This is an optimization exercise on Yosys and OpenROAD, whose aim is small area, a short achievable clock period and few clock cycles, not a production implementation. At most, simulation tests tie the RTL to the original design; equivalence was not proved. Power and IR drop assume default switching activity.

==> flow/design.v (excerpt) <==
module rk_gpio (
    input              clk,
    input              rst,
    input              cmd_valid,
    output             cmd_ready,
    input      [31:0]  cmd_desc,
    input      [31:0]  cmd_data,
    output             rsp_valid,
    output     [2:0]   rsp_status,
    output     [31:0]  rsp_data,
    output             disp_valid,
    output     [7:0]   disp_irq,
    output             disp_exit,
    input      [63:0]  pad_in,
    output     [63:0]  pad_out,
    output     [63:0]  pad_oe,
    output     [63:0]  pull_en,
    output     [1:0]   bank_irq
);
    localparam ST_OK = 3'd0, ST_RANGE = 3'd1, ST_TRIG = 3'd2, ST_PULL = 3'd3,
               ST_MALFORMED = 3'd5, ST_INVREG = 3'd6, ST_GATED = 3'd7;
    wire [7:0]  op  = cmd_desc[31:24];
    wire [3:0]  fa  = cmd_desc[23:20];
    wire [3:0]  fz  = cmd_desc[19:16];
    wire [15:0] pin = cmd_desc[15:0];
    wire [7:0]  fb  = cmd_desc[15:8];
    wire [7:0]  fr  = cmd_desc[7:0];
    wire o_rd   = (op == 8'h01), o_wr  = (op == 8'h02), o_sb  = (op == 8'h03);
    wire o_wm   = (op == 8'h04) | (op == 8'h05);
    wire o_sdir = (op == 8'h10), o_slev = (op == 8'h11), o_glev = (op == 8'h12);
    wire o_pull = (op == 8'h13), o_trig = (op == 8'h14), o_req  = (op == 8'h15);
    wire o_toirq = (op == 8'h16);
    wire o_ien  = (op == 8'h20), o_idis = (op == 8'h21), o_iack = (op == 8'h22);
    wire o_wake = (op == 8'h23);
  ...
Settings: LEC_CHECK=0, CAP_MARGIN=10, CORE_MARGIN=2, CORE_UTILIZATION=50, CTS_BUF_LIST=sky130_fd_sc_hd__clkbuf_16, CTS_CLUSTER_DIAMETER=100, CTS_CLUSTER_SIZE=20, SLEW_MARGIN=10; clock period 10.0 ns.
standard.sh (not shown) runs the stock make flow with config.mk's settings and CLKGATE_MAP_FILE= SYNTH_SCRIPT=/design/flow/synth_recipe.tcl, a recipe that flattens the netlist after the stock synthesis.
==> flow/flow/run.sh <==
#!/bin/bash
# The standard layout (the standard.sh, unchanged synthesis), with a timing
# repair target below the clock period, port buffers that are plain buffers,
# and cell sizing not held to the same footprint.
set -euo pipefail
bash standard.sh synth > synth.log 2>&1
bash standard.sh SETUP_SLACK_MARGIN=6.6 MATCH_CELL_FOOTPRINT=0 \
    "BUFFER_PORTS_ARGS=-buffer_cell sky130_fd_sc_hd__buf_1" finish > layout.log 2>&1
The baseline ran to the end with no violations.
Testbench counts at the start, summed over its fixed seeds: cycles 5,593.
==> next run, changes <==
--- a/flow/flow/run.sh
+++ b/flow/flow/run.sh
@@ -7 +7 @@
-bash standard.sh SETUP_SLACK_MARGIN=6.6 MATCH_CELL_FOOTPRINT=0 \
+bash standard.sh SETUP_SLACK_MARGIN=6.5 MATCH_CELL_FOOTPRINT=0 \
PLACE_DENSITY = 0.75   (was not set)
Effect: The changed run finished but fails on capacitance limit, slew limit. Synthesized area stays the same. Sequential power barely changes. Design area went down by 1.6%. Global-route usage went down by 3.5 points. Wire length went down by 7.4%. First-iteration DRC count went up by about 14%. Die area stays the same. Synthesized cell count stays the same. Via count went down by 0.51%. Setup slack gets worse by 270 ps. Clock skew stays flat.

========
## before
Another version of the RTL of rk_gpio (not shown whole).
Size: roughly 4400 cells after synthesis, ~900 flip-flops, roughly 370 I/O pins.
==> flow/config.mk <==
export PLATFORM = sky130hd
export DESIGN_NAME = rk_gpio
export DESIGN_NICKNAME = rk_gpio
export VERILOG_FILES = /design/flow/design.v
export SDC_FILE = /design/flow/constraint.sdc
export NUM_CORES = 8
export LEC_CHECK = 0
export CAP_MARGIN = 15
export CORE_MARGIN = 2
export CORE_UTILIZATION = 50
export CTS_BUF_LIST = sky130_fd_sc_hd__clkbuf_16
export CTS_CLUSTER_DIAMETER = 100
export CTS_CLUSTER_SIZE = 20
export SLEW_MARGIN = 15
==> flow/constraint.sdc <==
create_clock -name core_clock -period 10.0 [get_ports {clk}]
set_input_delay 2.0000 -clock core_clock [delete_from_list [all_inputs] [get_ports {clk}]]
set_output_delay 2.0000 -clock core_clock [all_outputs]
set_load 0.01 [all_outputs]
==> flow/flow/run.sh <==
#!/bin/bash
# The standard layout (the standard.sh, unchanged synthesis), with a timing
# repair target below the clock period, port buffers that are plain buffers,
# and cell sizing not held to the same footprint.
set -euo pipefail
bash standard.sh synth > synth.log 2>&1
bash standard.sh SETUP_SLACK_MARGIN=6.7 MATCH_CELL_FOOTPRINT=0 \
    "BUFFER_PORTS_ARGS=-buffer_cell sky130_fd_sc_hd__buf_1" finish > layout.log 2>&1
Every stage of the flow completed for before, and the final layout passed the timing, design-rule and antenna checks.
### before -> after
- SLEW_MARGIN: 15 -> 20
- CAP_MARGIN: 15 -> 20
- CORE_UTILIZATION: 50 -> 55
--- outcome ---
after against before: number of antenna diodes went down 12; number of sinks driven by the clock tree held. Summary of after over before: count of cells along the worst register-to-register path now sits lower; peak clock frequency supported by timing now sits lower; part of the total power dissipated in sequential elements now sits higher; number of detailed-route iterations in the first pass now sits higher; final design area excluding fillers now sits lower. Sort before and after by post-route clock period utilization, descending, and after comes first. What after reported for total of cells resized after clock tree synthesis has to be multiplied by 1.10 to get the figure for before.
No functional check of the RTL was part of any run of this note.

========
== try-nickel ==
rk_gpio, a different RTL version from the one above (not shown whole).
For scale: roughly 4,500 cells after synthesis, ~900 flip-flops, ~45,000 µm² of cells after synthesis.
Design rk_gpio, start of the top module:
module rk_gpio (
    input              clk,
    input              rst,
    input              cmd_valid,
    output             cmd_ready,
    input      [31:0]  cmd_desc,
    input      [31:0]  cmd_data,
    output             rsp_valid,
    output     [2:0]   rsp_status,
    output     [31:0]  rsp_data,
    output             disp_valid,
    output     [7:0]   disp_irq,
    output             disp_exit,
    input      [63:0]  pad_in,
    output     [63:0]  pad_out,
    output     [63:0]  pad_oe,
    output     [63:0]  pull_en,
    output     [1:0]   bank_irq
);
==> flow/config.mk <==
export PLATFORM = sky130hd
export DESIGN_NAME = rk_gpio
export DESIGN_NICKNAME = rk_gpio
export VERILOG_FILES = /design/flow/design.v
export SDC_FILE = /design/flow/constraint.sdc
export NUM_CORES = 8
export LEC_CHECK = 0
export CAP_MARGIN = 20
export CORE_MARGIN = 2
export CORE_UTILIZATION = 50
export CTS_BUF_LIST = sky130_fd_sc_hd__clkbuf_16
export CTS_CLUSTER_DIAMETER = 100
export CTS_CLUSTER_SIZE = 20
export SLEW_MARGIN = 20
export TNS_END_PERCENT = 0
==> flow/constraint.sdc <==
create_clock -name core_clock -period 10.0 [get_ports {clk}]
set_input_delay 2.0000 -clock core_clock [delete_from_list [all_inputs] [get_ports {clk}]]
set_output_delay 2.0000 -clock core_clock [all_outputs]
set_load 0.01 [all_outputs]
==> flow/flow/run.sh <==
#!/bin/bash
# The standard layout (the standard.sh, unchanged synthesis), with a timing
# repair target below the clock period, port buffers that are plain buffers,
# and cell sizing not held to the same footprint.
set -euo pipefail
bash standard.sh synth > synth.log 2>&1
bash standard.sh SETUP_SLACK_MARGIN=6.5 MATCH_CELL_FOOTPRINT=0 \
    "BUFFER_PORTS_ARGS=-buffer_cell sky130_fd_sc_hd__buf_2" finish > layout.log 2>&1
Testbench counts of try-nickel, summed over its fixed seeds: cycles 5,593.
--- input diff try-nickel..try-amber ---
- CTS_CLUSTER_SIZE: 20 -> 24
- TNS_END_PERCENT: 0 -> unset
- The final cell count without fillers of try-nickel and that of try-amber are within noise of each other.
- Re power density over cell area: try-amber is 2.8 nW/µm² down on try-nickel.
- Relative to try-nickel, non-clock buffer count has gone up in try-amber.
- Clock share of power came out lower on try-amber than on try-nickel.
- Compared with try-nickel, in try-amber met2 wire length decreased by about 1% relative to the old numbers; average via count per standard cell increased by about 0.6% relative to the old numbers; met2 layer usage reported by global route decreased by 0.76 points relative to the old numbers.
diff inputs: try-amber => try-zinc
- changing CTS_CLUSTER_SIZE from 24 to 12
- changing CTS_CLUSTER_DIAMETER from 100 to 60
- changing CTS_BUF_LIST from sky130_fd_sc_hd__clkbuf_16 to sky130_fd_sc_hd__clkbuf_8
Findings:
try-zinc did not stop at any stage, and its layout met the timing, design-rule and antenna checks. Looking at routed length on met2, try-zinc sits 1.4 mm higher than try-amber does. Per the comparison of try-zinc with try-amber, worst hold slack saw a decrease, routed wire length saw an increase, final worst-path cycle share saw an increase. Per the comparison of try-zinc with try-amber, setup slack fell by 0.075 ns, relative contribution of sequential cells to total power fell by 3.3 points. Relative to try-amber, flop-to-flop setup slack has gone down in try-zinc. Going from try-amber to try-zinc, final standard cell count with taps included and fillers excluded grew by a few percent. Diff try-amber -> try-zinc: via count went up by 779; summed area of non-filler cells in the final layout went up by about 2%.
Inputs modified between try-zinc and try-tundra:
- swapping 20 for 10 in CAP_MARGIN
- swapping 12 for 20 in CTS_CLUSTER_SIZE
- swapping 60 for 100 in CTS_CLUSTER_DIAMETER
- swapping sky130_fd_sc_hd__clkbuf_8 for sky130_fd_sc_hd__clkbuf_16 in CTS_BUF_LIST
- swapping 20 for 10 in SLEW_MARGIN
--- a/flow/flow/run.sh
+++ b/flow/flow/run.sh
@@ -6,3 +6,3 @@
 bash standard.sh synth > synth.log 2>&1
-bash standard.sh SETUP_SLACK_MARGIN=6.5 MATCH_CELL_FOOTPRINT=0 \
-    "BUFFER_PORTS_ARGS=-buffer_cell sky130_fd_sc_hd__buf_2" finish > layout.log 2>&1
+bash standard.sh SETUP_SLACK_MARGIN=6.2 MATCH_CELL_FOOTPRINT=0 \
+    "BUFFER_PORTS_ARGS=-buffer_cell sky130_fd_sc_hd__buf_1" finish > layout.log 2>&1
==> comparison <==
- For try-tundra, the termination of the worst setup path was eng_acked$_DFFE_PP_, unlike try-zinc, where it was rsp_data[2].
- From try-zinc to try-tundra the numbers moved as follows: cell count saw a decrease, part of the power in registers rose by 2.6 points, maximum cell stage delay along the critical path lower, worst setup slack fell by 0.25 ns, clock share of power down 2.5 points.

========
rk_gpio with an RTL version that a note above also has.
Size in the first run: roughly 4,400 cells after synthesis, about 900 flip-flops, about 370 I/O pins, ~45,000 sq um of cells after synthesis.
export LEC_CHECK = 0
export CAP_MARGIN = 10
export CORE_MARGIN = 2
export CORE_UTILIZATION = 50
export CTS_BUF_LIST = sky130_fd_sc_hd__clkbuf_16
export CTS_CLUSTER_DIAMETER = 100
export CTS_CLUSTER_SIZE = 24
export SLEW_MARGIN = 10
create_clock -name core_clock -period 10.0 [get_ports {clk}]
==> flow/flow/run.sh <==
#!/bin/bash
# The standard layout (the standard.sh, unchanged synthesis), with a timing
# repair target below the clock period, port buffers that are plain buffers,
# and cell sizing not held to the same footprint.
set -euo pipefail
bash standard.sh synth > synth.log 2>&1
bash standard.sh SETUP_SLACK_MARGIN=6.7 MATCH_CELL_FOOTPRINT=0 \
    "BUFFER_PORTS_ARGS=-buffer_cell sky130_fd_sc_hd__buf_1" finish > layout.log 2>&1
Testbench counts at the start, summed over its fixed seeds: cycles 5,593.
==> next run, changes <==
--- a/flow/config.mk
+++ b/flow/config.mk
@@ -9,6 +9,6 @@
 export CORE_MARGIN = 2
-export CORE_UTILIZATION = 50
+export CORE_UTILIZATION = 55
 export CTS_BUF_LIST = sky130_fd_sc_hd__clkbuf_16
 export CTS_CLUSTER_DIAMETER = 100
-export CTS_CLUSTER_SIZE = 24
+export CTS_CLUSTER_SIZE = 20
 export SLEW_MARGIN = 10
Effect: The changed run passed the timing, design-rule and antenna checks; total power rises by 0.52%; via count stays flat; worst setup slack got worse by 0.027 ns; routed wire length falls by about 2.8%; utilization rises by 5.0 points; first-iteration DRC count rises by about 9%; sequential share of layout area rises by 0.56 points; cell area falls by 1.2%; global-route usage rises by 3.2 points; critical path depth is unchanged.
==> next run, changes <==
--- a/flow/config.mk
+++ b/flow/config.mk
@@ -9,3 +9,3 @@
 export CORE_MARGIN = 2
-export CORE_UTILIZATION = 55
+export CORE_UTILIZATION = 50
 export CTS_BUF_LIST = sky130_fd_sc_hd__clkbuf_16
Effect: Register-to-register slack hardly moves; cell area rose slightly; wire length rose by a few percent; non-clock buffer count rose by 47; power hardly moves; synthesized cell count stays the same; setup slack gains 0.039 ns; sequential power hardly moves; core utilization fell by 5.3 points; cell count rose by a few percent; fmax rose slightly.
==> next run, changes <==
--- a/flow/flow/run.sh
+++ b/flow/flow/run.sh
@@ -6,3 +6,3 @@
 bash standard.sh synth > synth.log 2>&1
-bash standard.sh SETUP_SLACK_MARGIN=6.7 MATCH_CELL_FOOTPRINT=0 \
+bash standard.sh SETUP_SLACK_MARGIN=6.5 MATCH_CELL_FOOTPRINT=0 \
     "BUFFER_PORTS_ARGS=-buffer_cell sky130_fd_sc_hd__buf_1" finish > layout.log 2>&1
Outcome: Via count shrinks by about 1.3%. Hold slack loses 0.0051 ns. Final area went down by 2.5%. Area after synthesis stays the same. Setup slack gets worse by 0.14 ns. Power is lower by about 0.4%. Combinational power stays flat. Clock-buffer cell count is unchanged. Core utilization is lower by 1.4 points. Routed wire length went up by 0.50%. Clock skew is higher by 0.0043 ns.

afterwards: timing with drivers on the ports:
How much do the figures lean on ideal ports? The routed layouts below were timed once more, with nothing changed but the port constraints.
Step 1: set_driving_cell puts a clkbuf_16 on clk and a buf_2 on each other input, an assumption about the parent block.
Step 2 adds t to the input delays and takes it off the output delays; t is the mean of the earliest and latest rising clock arrival at the registers after step 1. Input paths then give back, and output paths get back, about the clock's delay inside the block.
a / b / c = ideal ports / drivers / drivers and shift; a / b = the first two.
| run | t, ns | slack for setup (ns) | cell pins on the clock port's net |
|---|---|---|---|
| the first run of note 1 | 0.738 | 6.552 / 6.487 / 6.011 | 1 |
| the second run of note 1 | 0.734 | 6.287 / 6.287 / 5.906 | 1 |
| before | 0.748 | 6.525 / 6.450 / 6.124 | 1 |
| after | 0.738 | 6.504 / 6.427 / 5.990 | 1 |
| try-nickel | 0.776 | 6.289 / 6.289 / 5.854 | 1 |
| try-amber | 0.732 | 6.439 / 6.432 / 6.013 | 1 |
| try-zinc | 0.893 | 6.364 / 6.290 / 5.885 | 1 |
| try-tundra | 0.752 | 6.116 / 6.116 / 5.820 | 1 |
| the first run of note 4 | 0.738 | 6.579 / 6.505 / 6.117 | 1 |
| the second run of note 4 | 0.726 | 6.552 / 6.475 / 6.123 | 1 |
| the third run of note 4 | 0.726 | 6.591 / 6.516 / 6.130 | 1 |
| the fourth run of note 4 | 0.757 | 6.454 / 6.436 / 5.947 | 1 |
For the first run of note 1, which loses most, drivers alone change the setup slack by -0.065 ns; drivers and shift together by -0.541 ns.
